This is an optimization exercise on Yosys and OpenROAD, whose aim is small area, a short achievable clock period and few clock cycles, not a production implementation. Only simulation tests tie the RTL to the original design; equivalence was not proved. Power figures rest on the tool's default switching activity, not on a simulated workload.

--- flow/design.v ---
module bfi_decoder (
    input  wire         clk,
    input  wire         rst,
    input  wire         req_valid,
    output wire         req_ready,
    input  wire [7:0]   req_cmd,
    input  wire [15:0]  req_len,
    input  wire [39:0]  req_fields,
    input  wire [4:0]   req_p,
    input  wire [127:0] req_widths,
    input  wire [15:0]  req_n,
    input  wire [63:0]  req_ts,
    output wire         mem_req,
    output wire [15:0]  mem_addr,
    input  wire         mem_gnt,
    input  wire [7:0]   mem_rdata,
    output wire         ang_valid,
    input  wire         ang_ready,
    output wire [15:0]  ang_data,
    output reg          resp_valid,
    output reg  [3:0]   resp_status,
    output reg  [63:0]  resp_data,
    output reg  [4:0]   resp_p,
    output reg  [15:0]  resp_n,
    output reg  [127:0] resp_widths,
    output reg  [5:0]   resp_dtn,
    output reg  [23:0]  err_required,
    output reg  [18:0]  err_available,
    output reg  [7:0]   err_given,
    output reg  [3:0]   err_allowed
);
    localparam [3:0] ST_OK      = 4'd0;
    localparam [3:0] ST_INSUFF  = 4'd1;
    localparam [3:0] ST_BADW    = 4'd2;
    localparam [3:0] ST_BADCOMB = 4'd4;
    localparam [3:0] ST_ILLEGAL = 4'd15;
    localparam [3:0] OP_BW_FROM_CODE = 4'd1;
    localparam [3:0] OP_BW_TO_MHZ    = 4'd2;
    localparam [3:0] OP_BW_TO_HZ     = 4'd3;
    localparam [3:0] OP_DECODE_HDR   = 4'd4;
    localparam [3:0] OP_RESOLVE      = 4'd5;
    localparam [3:0] OP_EXTRACT      = 4'd6;
    localparam [3:0] OP_DECODE_FRAME = 4'd7;
    localparam [3:0] S_IDLE      = 4'd0;
    localparam [3:0] S_DISPATCH  = 4'd1;
    localparam [3:0] S_HDR_REQ   = 4'd2;
    localparam [3:0] S_HDR_DATA  = 4'd3;
    localparam [3:0] S_LOOKUP    = 4'd4;
    localparam [3:0] S_CHECK     = 4'd5;
    localparam [3:0] S_CAP       = 4'd6;
    localparam [3:0] S_MUL       = 4'd11;
    localparam [3:0] S_FILL_REQ  = 4'd7;
    localparam [3:0] S_FILL_DATA = 4'd8;
    localparam [3:0] S_FIT       = 4'd9;
    localparam [3:0] S_RESP      = 4'd10;
    reg [3:0]   state;
    reg [7:0]   cmd;
    reg [15:0]  len;
    reg [39:0]  hdr;         
    reg [4:0]   pat_len;     
    reg [127:0] widths;      
    reg [15:0]  nsub;        
    reg [63:0]  ts;
    reg         is_frame;    
    reg [15:0]  plen;        
    reg [2:0]   hb;          
    reg [7:0]   psum;        
    reg [23:0]  total;       
    reg [15:0]  win;         
    reg [4:0]   cur;         
    reg [15:0]  ptr;         
    reg         seeding;     
    reg [15:0]  ci;          
    reg [4:0]   fi;          
    reg [3:0]   st_status;
    reg [23:0]  st_required;
    reg [18:0]  st_available;
    reg [7:0]   st_given;
    wire [3:0] op  = cmd[3:0];
    wire [1:0] arg = cmd[5:4];
    wire       cmd_legal = (cmd[7:6] == 2'b00) &&
                           (op >= 4'd1) && (op <= 4'd7) &&
                           ((op <= 4'd3) || (arg == 2'b00));
    wire [2:0] f_nc  = hdr[2:0];
    wire [2:0] f_nr  = hdr[5:3];
    wire [1:0] f_bw  = hdr[7:6];
    wire       f_grp = hdr[8];
    wire       f_cb  = hdr[9];
    wire [1:0] f_ft  = hdr[11:10];
    reg        lk_w_ok;
    reg [7:0]  lk_phi, lk_psi;
    always @(*) begin
        lk_w_ok = (f_ft[1] == 1'b0);
        case ({f_cb, f_ft[0]})
            2'b00:   begin lk_phi = 8'd4; lk_psi = 8'd2; end
            2'b01:   begin lk_phi = 8'd7; lk_psi = 8'd5; end
            2'b10:   begin lk_phi = 8'd6; lk_psi = 8'd4; end
            default: begin lk_phi = 8'd9; lk_psi = 8'd7; end
        endcase
    end
    reg        lk_o_ok;
    reg [4:0]  lk_len;
    reg [11:0] lk_sym;
    always @(*) begin
        lk_o_ok = 1'b1;
        lk_len  = 5'd0;
        lk_sym  = 12'b0;
        case ({f_nr, f_nc})
            {3'd1, 3'd0},
            {3'd1, 3'd2}: begin lk_len = 5'd2;  lk_sym = 12'b000000000010; end
            {3'd2, 3'd0}: begin lk_len = 5'd4;  lk_sym = 12'b000000001100; end
            {3'd2, 3'd1},
            {3'd2, 3'd2}: begin lk_len = 5'd6;  lk_sym = 12'b000000101100; end
            {3'd3, 3'd0}: begin lk_len = 5'd6;  lk_sym = 12'b000000111000; end
            {3'd3, 3'd1}: begin lk_len = 5'd10; lk_sym = 12'b001100111000; end
            {3'd3, 3'd2},
            {3'd3, 3'd3}: begin lk_len = 5'd12; lk_sym = 12'b101100111000; end
            default:      lk_o_ok = 1'b0;
        endcase
    end
    reg [15:0] lk_nsub;
    always @(*) begin
        case ({f_grp, f_bw})
            3'b000: lk_nsub = 16'd64;
            3'b001: lk_nsub = 16'd122;
            3'b010: lk_nsub = 16'd250;
            3'b011: lk_nsub = 16'd500;
            3'b100: lk_nsub = 16'd50;
            3'b101: lk_nsub = 16'd32;
            3'b110: lk_nsub = 16'd64;
            default: lk_nsub = 16'd160;
        endcase
    end
    reg [127:0] lk_widths;
    integer k;
    always @(*) begin
        lk_widths = 128'b0;
        for (k = 0; k < 12; k = k + 1)
            if (k < lk_len)
                lk_widths[8*k +: 8] = lk_sym[k] ? lk_psi : lk_phi;
    end
    reg        chk_bad;
    reg [7:0]  chk_given;
    reg [7:0]  chk_sum;
    integer j;
    always @(*) begin
        chk_bad   = 1'b0;
        chk_given = 8'd0;
        chk_sum   = 8'd0;
        for (j = 15; j >= 0; j = j - 1) begin
            if (j < pat_len) begin
                if (widths[8*j +: 8] == 8'd0 || widths[8*j +: 8] > 8'd9) begin
                    chk_bad   = 1'b1;
                    chk_given = widths[8*j +: 8];
                end
                chk_sum = chk_sum + widths[8*j +: 8];
            end
        end
    end
    wire [7:0]  cur_w    = widths[8*fi[3:0] +: 8];
    wire        chunk_end = (fi == pat_len);
    wire        need_fill = ({1'b0, cur} + {1'b0, cur_w[4:0]}) > 6'd16;
    wire [15:0] field_mask = (16'd1 << cur_w[3:0]) - 16'd1;
    wire [15:0] field_val  = (win >> cur) & field_mask;
    assign req_ready = (state == S_IDLE);
    assign mem_req  = (state == S_HDR_REQ) || (state == S_FILL_REQ);
    assign mem_addr = (state == S_HDR_REQ) ? {13'd0, hb}
                                           : (ptr + (is_frame ? 16'd7 : 16'd0));
    assign ang_valid = (state == S_FIT) && (ci != nsub) && !chunk_end && !need_fill;
    assign ang_data  = field_val;
    always @(posedge clk) begin
        if (rst) begin
            state      <= S_IDLE;
            resp_valid <= 1'b0;
        end else begin
            case (state)
            S_IDLE: begin
                if (req_valid) begin
                    cmd        <= req_cmd;
                    len        <= req_len;
                    hdr        <= req_fields;
                    pat_len    <= req_p;
                    widths     <= req_widths;
                    nsub       <= req_n;
                    ts         <= req_ts;
                    hb         <= 3'd0;
                    resp_valid <= 1'b0;
                    state      <= S_DISPATCH;
                end
            end
            S_DISPATCH: begin
                st_status    <= ST_OK;
                st_required  <= 24'd0;
                st_available <= 19'd0;
                st_given     <= 8'd0;
                is_frame     <= (op == OP_DECODE_FRAME);
                if (!cmd_legal) begin
                    st_status <= ST_ILLEGAL;
                    state     <= S_RESP;
                end else begin
                    case (op)
                    OP_DECODE_HDR, OP_DECODE_FRAME: begin
                        plen <= (len >= 16'd7) ? len - 16'd7 : 16'd0;
                        if (len < 16'd5) begin
                            st_status    <= ST_INSUFF;
                            st_required  <= 24'd40;
                            st_available <= {len, 3'b000};
                            state        <= S_RESP;
                        end else begin
                            state <= S_HDR_REQ;
                        end
                    end
                    OP_RESOLVE: state <= S_LOOKUP;
                    OP_EXTRACT: begin
                        plen  <= len;
                        state <= S_CHECK;
                    end
                    default: state <= S_RESP;    
                    endcase
                end
            end
            S_HDR_REQ: begin
                if (mem_gnt)
                    state <= S_HDR_DATA;
            end
            S_HDR_DATA: begin
                hdr[8*hb +: 8] <= mem_rdata;
                hb <= hb + 3'd1;
                if (hb == 3'd4)
                    state <= (op == OP_DECODE_HDR) ? S_RESP : S_LOOKUP;
                else
                    state <= S_HDR_REQ;
            end
            S_LOOKUP: begin
                if (!(lk_w_ok && lk_o_ok)) begin
                    st_status <= ST_BADCOMB;
                    state     <= S_RESP;
                end else begin
                    pat_len <= lk_len;
                    widths  <= lk_widths;
                    nsub    <= lk_nsub;
                    state   <= (op == OP_RESOLVE) ? S_RESP : S_CHECK;
                end
            end
            S_CHECK: begin
                psum <= chk_sum;
                if (chk_bad) begin
                    st_status <= ST_BADW;
                    st_given  <= chk_given;
                    state     <= S_RESP;
                end else if (plen < 16'd2) begin
                    st_status    <= ST_INSUFF;
                    st_required  <= 24'd16;
                    st_available <= {plen, 3'b000};
                    state        <= S_RESP;
                end else begin
                    state <= S_MUL;
                end
            end
            S_MUL: begin
                total <= psum * nsub;
                state <= S_CAP;
            end
            S_CAP: begin
                if (total > {5'd0, plen, 3'b000}) begin
                    st_status    <= ST_INSUFF;
                    st_required  <= total;
                    st_available <= {plen, 3'b000};
                    state        <= S_RESP;
                end else begin
                    win     <= 16'd0;
                    cur     <= 5'd16;
                    ptr     <= 16'd0;
                    seeding <= 1'b1;
                    ci      <= 16'd0;
                    fi      <= 5'd0;
                    state   <= S_FILL_REQ;
                end
            end
            S_FILL_REQ: begin
                if (mem_gnt)
                    state <= S_FILL_DATA;
            end
            S_FILL_DATA: begin
                win <= {mem_rdata, win[15:8]};
                cur <= cur - 5'd8;
                ptr <= ptr + 16'd1;
                if (seeding && ptr == 16'd0) begin
                    state <= S_FILL_REQ;
                end else begin
                    seeding <= 1'b0;
                    state   <= S_FIT;
                end
            end
            S_FIT: begin
                if (ci == nsub) begin
                    state <= S_RESP;
                end else if (chunk_end) begin
                    ci <= ci + 16'd1;
                    fi <= 5'd0;
                end else if (need_fill) begin
                    state <= S_FILL_REQ;
                end else if (ang_ready) begin
                    cur <= cur + cur_w[4:0];
                    fi  <= fi + 5'd1;
                end
            end
            S_RESP: begin
                resp_valid    <= 1'b1;
                resp_status   <= st_status;
                resp_data     <= 64'd0;
                resp_p        <= 5'd0;
                resp_n        <= 16'd0;
                resp_widths   <= 128'd0;
                resp_dtn      <= 6'd0;
                err_required  <= 24'd0;
                err_available <= 19'd0;
                err_given     <= 8'd0;
                err_allowed   <= 4'd0;
                case (st_status)
                ST_OK: begin
                    case (op)
                    OP_BW_FROM_CODE: resp_data <= {62'd0, arg};
                    OP_BW_TO_MHZ: begin
                        case (arg)
                        2'd0: resp_data <= 64'd20;
                        2'd1: resp_data <= 64'd40;
                        2'd2: resp_data <= 64'd80;
                        default: resp_data <= 64'd160;
                        endcase
                    end
                    OP_BW_TO_HZ: begin
                        case (arg)
                        2'd0: resp_data <= 64'd20000000;
                        2'd1: resp_data <= 64'd40000000;
                        2'd2: resp_data <= 64'd80000000;
                        default: resp_data <= 64'd160000000;
                        endcase
                    end
                    OP_DECODE_HDR: resp_data <= {24'd0, hdr};
                    OP_RESOLVE: begin
                        resp_p      <= pat_len;
                        resp_n      <= nsub;
                        resp_widths <= widths;
                    end
                    OP_EXTRACT: begin
                        resp_p <= pat_len;
                        resp_n <= nsub;
                    end
                    default: begin   
                        resp_data <= ts;
                        resp_dtn  <= hdr[35:30];
                        resp_p    <= pat_len;
                        resp_n    <= nsub;
                    end
                    endcase
                end
                ST_INSUFF: begin
                    err_required  <= st_required;
                    err_available <= st_available;
                end
                ST_BADW: begin
                    err_given   <= st_given;
                    err_allowed <= 4'd9;
                end
                default: ;
                endcase
                state <= S_IDLE;
            end
            default: state <= S_IDLE;
            endcase
        end
    end
endmodule
--- flow/config.mk ---
export PLATFORM = sky130hd
export DESIGN_NAME = bfi_decoder
export DESIGN_NICKNAME = bfi_decoder
export VERILOG_FILES = /design/flow/design.v
export SDC_FILE = /design/flow/constraint.sdc
export NUM_CORES = 4
export LEC_CHECK = 0
export CAP_MARGIN = 20
export CORE_MARGIN = 2
export CORE_UTILIZATION = 40
export SLEW_MARGIN = 20
--- flow/constraint.sdc ---
create_clock -name core_clock -period 15.0 [get_ports {clk}]
set_input_delay 3.0000 -clock core_clock [delete_from_list [all_inputs] [get_ports {clk}]]
set_output_delay 3.0000 -clock core_clock [all_outputs]
set_load 0.01 [all_outputs]
--- flow/run.sh ---
#!/bin/bash
# synth_recipe.tcl (not shown) runs the flow's synth.tcl, then flattens the netlist and writes it again
# the make line also repeats each setting of config.mk as NAME=value (left out here)
make -C /OpenROAD-flow-scripts/flow DESIGN_CONFIG=/design/flow/config.mk WORK_HOME=/design/flow/orfs CLKGATE_MAP_FILE= SYNTH_SCRIPT=/design/flow/synth_recipe.tcl finish
==> results.txt <==
## synth_stat cells, drive strengths merged (68+ instances only)
master	number	area (µm²)
nor2b	68	425
and2	398	2490
nand2	268	1010
o21ai	165	826
xor2	100	876
inv	200	751
ha	199	2490
edfxtp	712	21400
nor3	69	345
nor2	384	1450
fa	101	2020
xnor2	70	613
a21oi	158	802
clkbuf	151	567
## layer usage
metal / GRT usage [%] / wire [µm] / up-vias
met5: 0 / 75 / -
met4: 8.20 / 3770 / 12
met3: 4.67 / 10500 / 199
met2: 41.2 / 66000 / 1212
met1: 33.5 / 57600 / 15605
li1: - / - / 14702
## state kept, by name, summed over array words and instances, names as in the netlist, 24 cells and up, named ones only
register,cells
resp_widths,128
widths,128
resp_data,64
ts,64
hdr,40
err_required,24
st_required,24
total,24
## power groups by stage
stage	registers (mW)	logic, mW	clock network, mW
final	3.02	10.3	2.04
after detailed placement	3.05	10.2	0
after floorplan	2.94	8.41	0
after CTS	3.01	10.3	2.09
after global placement	3.05	10.1	0
after global routing	3.04	11.5	2.16
## worst register-to-register path: cells and delay by family, from the launching register on
family / cells / cell delay (ns)
fa+ha+maj: 16 / 6.82
simple gates: 19 / 3.14
buf+inv: 13 / 1.21
xor+xnor: 6 / 1.11
compound gates: 5 / 0.71
flops: 1 / 0.38
## cell usage in the layout, fill, tap and decap left out, types with 68 or more instances in the layout
master           instances
nor2b_1                 68
xnor2_1                 70
inv_1                  199
nor2_1                 380
clkdlybuf4s50_1        597
xor2_1                 100
nand2_1                267
o21ai_0                156
and2_1                 395
clkbuf_16               83
fa_1                   101
edfxtp_1               712
a21oi_1                156
ha_1                   199
## cell type report
class | instances | area [µm²] | share of cell area, %
repair buffers | 641 | 6310 | 12.0
flip-flops and latches | 727 | 21700 | 41.3
diodes | 19 | 47.5 | 0.0907
clock inverters | 38 | 519 | 0.990
clock buffers | 112 | 2210 | 4.21
multi-input cells | 2665 | 19200 | 36.6
well taps | 1391 | 1740 | 3.32
inverters | 202 | 758 | 1.45
## final timing paths
check / from / to / slack (ns) / depth (start not counted)
worst max-delay path: pat_len[4]$_SDFFCE_PP0P_ / psum[7]$_DFFE_PP_ / 1.39 / 59
worst min register to register: st_available[10]$_DFFE_PP_ / err_available[10]$_SDFFCE_PP0P_ / 0.51 / 1
worst max register to register: pat_len[4]$_SDFFCE_PP0P_ / psum[7]$_DFFE_PP_ / 1.39 / 59
worst min-delay path: st_available[10]$_DFFE_PP_ / err_available[10]$_SDFFCE_PP0P_ / 0.51 / 1
## kinds of logic after synthesis
| family | synth area share [%] |
|---|---|
| multiplexers | 2.41 |
| other | 0.00887 |
| AO/OA/AOI/OAI | 10.3 |
| flip-flops | 51.3 |
| AND/OR/NAND/NOR | 17.9 |
| XOR/XNOR | 3.68 |
| adder cells (fa/ha/maj) | 10.7 |
| buffers and inverters | 3.67 |
==> results.json <==
{
  "power_frac_clock_pct": 13.3,
  "utilization_pct": 50.0,
  "grt_usage_pct": 25.1,
  "maxSlewHeadroom_pct": 28.0,
  "p_sw_share_pct": 41.5,
  "cts_buffer_depth": 3,
  "synth.avg_cell_area_um2": 11.2,
  "worstMarginPinSlew_ns": 1.07,
  "switchingPower_mw": 6.36,
  "totalNegativeSetupSlack_ns": 0,
  "rsz0062_at_grt": "false",
  "synthArstFlopShare_pct": 0,
  "outcome": "finished clean",
  "io_pins": 604,
  "final_cell_area_um2": 52400,
  "synth_cell_type_count": 94,
  "period_share_pct": 90.8,
  "vdd_ir_drop_max_mv": 1.15,
  "wl_per_cell_um": 23.8,
  "drtPass1Iterations": 6,
  "min_period_ns": 13.61,
  "drv_slew": 0,
  "vias": 31730,
  "critPathBufInv": 13,
  "power_density_nw_per_um2": 292,
  "core_area_um2": 105000,
  "drv_cap": 0,
  "drc_errors": 0,
  "grt_pass1_wl_um": 201000,
  "startpoint_type": "flop",
  "drive_gt1_share_pct": 5.15,
  "clock.fmax_mhz": 73.4,
  "cts_setup_buffers": 0,
  "grt_antenna_before_repair": 31,
  "intPower_mw": 8.97,
  "syn_inst": 3775,
  "synth-edff-count": 712,
  "cts_resized": 0,
  "insertion_delay_ns": 0.71,
  "drt_iter0_drc": 3181,
  "cp_slowest_cell": "fa_1",
  "die_w_um": 329,
  "hold_path_class": "reg -> reg",
  "setup_viol": 0,
  "cts_sinks": 727,
  "cts_buffers": 83,
  "power_mw": 15.3,
  "yosys_most_used_dff": "edfxtp_1",
  "crit_path_end_kind": "flop",
  "pre_cts_ws_ns": 1.42,
  "overflow": 0,
  "crit_top_cell": "fa_1",
  "fp.dieArea_um2": 108000,
  "clock_skew_ns": 0.0518,
  "gp_congestion": 0.913,
  "fin_ws_ns": 1.39,
  "ant_nets": 0,
  "path_max_fanout": 24,
  "critPathArrivalTime_ns": 14.06,
  "rows": 119,
  "slowest_delay_ns": 0.49,
  "stdcell_count": 5795,
  "h-tree-depth": 3,
  "whs_ns": 0.514,
  "syn_to_final_growth_pct": 24.1,
  "pwr-share-seq_pct": 19.7,
  "p_leak_nw": 19.9,
  "hpwl_um": 104000,
  "nets": 4910,
  "clockRootBuffer": "clkbuf_16",
  "syn_area_um2": 42300,
  "chipHeight_um": 329,
  "dpl.cell_count": 5626,
  "synth_seq_cells": 727,
  "viasPerCell": 5.48,
  "grt_pass1_vias": 30789,
  "clkTransAtPathRegs_ns": 0.06,
  "cts_tree": "built",
  "yosysWarningCount": 1,
  "synth_seq_area_share_pct": 51.3,
  "nFillCells": 9530,
  "crit_type": "reg -> reg",
  "crit_family": "adder cells",
  "port_buffers": 597,
  "crit_required_ns": 15.45,
  "hold_violations": 0,
  "start_util_pct": 40.3,
  "placed_area_um2": 49600,
  "holdBufCountCts": 0,
  "totalWireLength_um": 138000,
  "grt_max_degree": 91,
  "pwr-share-comb_pct": 67.0
}
Testbench counts, summed over its fixed seeds: cycles 207,907.

==> afterwards: timing with drivers on the ports <==
No port has a modelled driver above. Below, the same layout with a new extraction and two added sets of constraints.
Step 1, drivers: a clkbuf_16 drives clk and a buf_2 each remaining input, both assumed.
Step 2 also shifts input and output timing later by t, the mid clock arrival at the registers, as if the neighbouring blocks saw the same clock.
Slacks: no drivers / after step 1 / after step 2; pairs: no drivers / after step 1.
t (ns): 0.763
setup slack, ns: 1.385 / 1.385 / 1.385
worst setup path after step 2: register to register
cell pins on the clock port's net: 1
After both steps setup and hold are still met in this run. The setup slack of this run moves by 0.000 ns with the drivers and by 0.000 ns with both steps.
